Context: an optimization exercise on an open-source flow, tuned for small area, a short achievable clock period and few clock cycles. The choices shown serve that exercise and are no tape-out recipe. In this exercise RTL edits were held to simulation tests only and were not proved equivalent to the original. Power figures rest on the tool's default switching activity, not on a simulated workload.

==> flow/design.v <==
module btc_framer (
    input  wire         clk,
    input  wire         rst,
    input  wire         cmd_valid,
    output wire         cmd_ready,
    input  wire         cmd_op,
    input  wire [7:0]   cmd_byte,
    output reg          pkt_valid,
    output reg          pkt_is_state,
    output wire [143:0] pkt_data,
    output wire [6:0]   rb_cnt
);
    localparam C = 64;
    reg [8*C-1:0] d;         
    reg [C-1:3]   flag;      
    reg [6:0]     cnt;
    reg           ready;
    reg           again;     
    reg           lost;      
    reg [7:0]     wsum;      
    reg [3:0]     ing;       
    reg           nxt_ok;    
    reg [5:0]     nxt_s;     
    reg           nxt_st;    
    reg [5:0]     nxt_sn;    
    reg           nxt_ev;    
    reg [127:0]   pd;        
    reg           pkt_is_ev;
    assign cmd_ready = ready;
    assign rb_cnt    = cnt;
    assign pkt_data  = {pd, 1'b0, 1'b1, pkt_is_ev, pkt_is_state, 1'b0, 1'b1, pkt_is_ev, pkt_is_state,
                            1'b1, 1'b0, 1'b1, pkt_is_ev, 1'b1, 1'b0, 1'b1, pkt_is_ev};
    integer j;
    wire ingest   = cmd_valid & ~cmd_op & ready;
    wire dispatch = ((cmd_valid & cmd_op & ready) | again) & nxt_ok;
    wire [8*81-1:0] e0 = {d, 136'd0};
    wire [8*47-1:0] e1 = nxt_sn[5] ? e0[0 +: 8*47] : e0[8*32 +: 8*47];
    wire [8*31-1:0] e2 = nxt_sn[4] ? e1[0 +: 8*31] : e1[8*16 +: 8*31];
    wire [8*24-1:0] e3 = nxt_sn[3] ? e2[0 +: 8*24] : e2[8*8  +: 8*24];
    wire [8*20-1:0] e4 = nxt_sn[2] ? e3[0 +: 8*20] : e3[8*4  +: 8*20];
    wire [8*18-1:0] e5 = nxt_sn[1] ? e4[0 +: 8*18] : e4[8*2  +: 8*18];
    wire [127:0]    y  = nxt_sn[0] ? e5[0 +: 8*16] : e5[8*1  +: 8*16];
    wire [127:0] pwin;
    genvar g;
    generate
        for (g = 2; g < 18; g = g + 1) begin : gp
            if (g < 4)
                assign pwin[8*(g-2) +: 8] = y[8*(17-g) +: 8];
            else
                assign pwin[8*(g-2) +: 8] = y[8*(17-g) +: 8] & {8{~nxt_ev}};
        end
    endgenerate
    wire [6:0]   cnt_inc = (cnt == C) ? cnt : cnt + 7'd1;
    wire [6:0]   newcnt  = {1'b0, nxt_s} - (nxt_st ? 7'd17 : 7'd3);
    reg  [C-1:3] keep;
    always @(*)
        for (j = 3; j < C; j = j + 1)
            keep[j] = lost | (nxt_st ? (j + 17 < nxt_s) : (j + 3 < nxt_s));
    wire [C-1:3] flag_left = flag & keep;
    wire         more = |flag_left;
    reg [C-1:3] above, hot;
    reg [5:0]   q_s;
    reg         q_t;
    always @(*) begin
        above[C-1] = 1'b0;
        for (j = C-2; j >= 3; j = j - 1) above[j] = above[j+1] | flag_left[j+1];
        hot = flag_left & ~above;
        q_s = 6'd0;
        q_t = 1'b0;
        for (j = 3; j < C; j = j + 1) begin
            q_s = q_s | ({6{hot[j]}} & j[5:0]);
            q_t = q_t | (hot[j] & ~d[8*j+4]);
        end
    end
    wire ev_ok = (d[8*2 +: 8] == 8'hBB) && (d[8*1 +: 8] == 8'h66) &&
                 (d[8*0 +: 8] == cmd_byte) && (cnt >= 7'd3);
    wire st_ok = (d[8*16 +: 8] == 8'hAA) && (d[8*15 +: 8] == 8'h55) &&
                 (wsum == d[8*1 +: 8]) && (cnt >= 7'd17);
    reg [C-1:3] flag_sh;
    always @(*)
        for (j = 3; j < C; j = j + 1)
            flag_sh[j] = (j == 3) ? ev_ok : (j == 17) ? (flag[j-1] | st_ok) : flag[j-1];
    wire       evict = nxt_ok & (nxt_s == 6'd63) & (cnt == C);
    wire       keep_old = nxt_ok & ~(st_ok & (nxt_s < 6'd16));
    wire [5:0] s_ing = keep_old ? nxt_s + 6'd1 : (st_ok ? 6'd17 : 6'd3);
    wire       t_ing = keep_old ? nxt_st : st_ok;
    wire       a_ing = (nxt_ok | st_ok | ev_ok) & ~evict;
    wire upd      = ingest | dispatch | lost;
    wire by_drain = cmd_op | again | lost;    
    always @(posedge clk) begin
        pd           <= pwin;
        pkt_is_state <= nxt_st;
        pkt_is_ev    <= nxt_ev;
        if (ingest)
            d <= {d[8*C-9:0], cmd_byte};
        if (upd) begin
            nxt_s  <= by_drain ? q_s : s_ing;
            nxt_st <= by_drain ? q_t : t_ing;
            nxt_sn <= by_drain ? ~q_s : ~s_ing;
            nxt_ev <= by_drain ? ~q_t : ~t_ing;
        end
        if (rst) begin
            flag   <= {(C-3){1'b0}};
            cnt    <= 7'd0;
            nxt_ok <= 1'b0;
        end else begin
            if (ingest | dispatch) begin
                flag <= by_drain ? flag_left : flag_sh;
                cnt  <= by_drain ? newcnt : cnt_inc;
            end
            if (upd)
                nxt_ok <= by_drain ? more : a_ing;
        end
        if (rst) begin
            wsum <= 8'd0;
            ing  <= 4'd0;
        end else if (ingest) begin
            wsum <= wsum + ((ing > 4'd1) ? d[8*1 +: 8] : 8'd0)
                         - ((ing == 4'd15) ? d[8*14 +: 8] : 8'd0);
            if (ing != 4'd15) ing <= ing + 4'd1;
        end
        pkt_valid <= ~rst & dispatch;
        again     <= ~rst & dispatch & more;
        lost      <= ~rst & ingest & evict;
        ready     <= rst | ~((dispatch & more) | (ingest & evict));
    end
endmodule
==> flow/config.mk <==
export PLATFORM = sky130hd
export DESIGN_NAME = btc_framer
export DESIGN_NICKNAME = btc_framer
export VERILOG_FILES = /design/flow/design.v
export SDC_FILE = /design/flow/constraint.sdc
export NUM_CORES = 4
export LEC_CHECK = 0
export CAP_MARGIN = 30
export CORE_MARGIN = 2
export CORE_UTILIZATION = 40
export CTS_CLUSTER_DIAMETER = 100
export CTS_CLUSTER_SIZE = 30
export SLEW_MARGIN = 20
==> flow/constraint.sdc <==
create_clock -name core_clock -period 14.0 [get_ports {clk}]
set_input_delay 2.8000 -clock core_clock [delete_from_list [all_inputs] [get_ports {clk}]]
set_output_delay 2.8000 -clock core_clock [all_outputs]
set_load 0.01 [all_outputs]
standard.sh (not shown) runs the stock make flow with config.mk's settings and CLKGATE_MAP_FILE= SYNTH_SCRIPT=/design/flow/synth_recipe.tcl, a recipe that flattens the netlist after the stock synthesis.
==> flow/flow/run.sh <==
#!/bin/bash
set -o pipefail
MARGIN=$(cat flow/margin.txt)
bash standard.sh SETUP_SLACK_MARGIN=$MARGIN finish > flow_make.log 2>&1
==> flow/flow/margin.txt <==
10
Testbench counts at the start, summed over its fixed seeds: cycles 39,570.
Then changed:
--- a/flow/config.mk
+++ b/flow/config.mk
@@ -9,5 +9,3 @@
 export CORE_MARGIN = 2
-export CORE_UTILIZATION = 40
-export CTS_CLUSTER_DIAMETER = 100
-export CTS_CLUSTER_SIZE = 30
+export CORE_UTILIZATION = 60
 export SLEW_MARGIN = 20
What happened: Routed wire length fell by 1.5%. Setup slack degrades by 51 ps. Design area rose by 2.0%. Die area fell by 33%. Hold slack improves by 3.5 ps. Combinational power barely changes. Sequential power stays flat.
Then changed:
--- a/flow/config.mk
+++ b/flow/config.mk
@@ -9,3 +9,6 @@
 export CORE_MARGIN = 2
-export CORE_UTILIZATION = 60
+export CORE_UTILIZATION = 40
+export CTS_CLUSTER_DIAMETER = 100
+export CTS_CLUSTER_SIZE = 30
 export SLEW_MARGIN = 20
+export TNS_END_PERCENT = 20
Effect:
- The changed run completed without violations
- sequential power is about the same
- critical path depth falls by 7
- global-route usage goes down by 11 points
Then changed:
==> flow/flow/margin.txt (replaced) <==
10.3
--- a/flow/config.mk
+++ b/flow/config.mk
@@ -10,5 +10,2 @@
 export CORE_UTILIZATION = 40
-export CTS_CLUSTER_DIAMETER = 100
-export CTS_CLUSTER_SIZE = 30
 export SLEW_MARGIN = 20
-export TNS_END_PERCENT = 20
What happened:
- The new run completed with no timing, DRC or antenna violations
- power goes up by 18%
- die area does not change
- final cell count goes up by 2.9%
- clock power goes up by 68%
- clock skew goes down by 37 ps
- design area goes up by 6.4%
- routed wire length goes up by 3.7%
- global-route usage goes up by 0.69 points

port drivers added, routing unchanged:
No port has a modelled driver above. Below, the same layouts with a new extraction and two added sets of constraints. Step 1: set_driving_cell puts a clkbuf_16 on clk and a buf_2 on each other input, an assumption about the parent block. Step 2 times the ports against the registers' clock, not the clock port: input delays grow and output delays shrink by t, the midpoint of the rising clock arrivals with the driver on. a / b / c = no drivers / after step 1 / after step 2; a / b = the first two.
| run | t, ns | slack for setup (ns) | hold WS [ns] |
|---|---|---|---|
| the first run | 0.657 | 9.967 / 9.967 / 9.316 | 0.438 / 0.438 / 0.438 |
| the second run | 0.680 | 9.916 / 9.919 / 9.239 | 0.442 / 0.442 / 0.442 |
| the third run | 0.667 | 9.889 / 9.819 / 9.337 | 0.427 / 0.427 / 0.427 |
| the fourth run | 0.706 | 9.973 / 9.971 / 9.265 | 0.428 / 0.428 / 0.428 |
After both steps setup and hold are still met in every run listed. The setup slack of the fourth run, which loses most, moves by -0.002 ns with the drivers and by -0.708 ns with both steps.
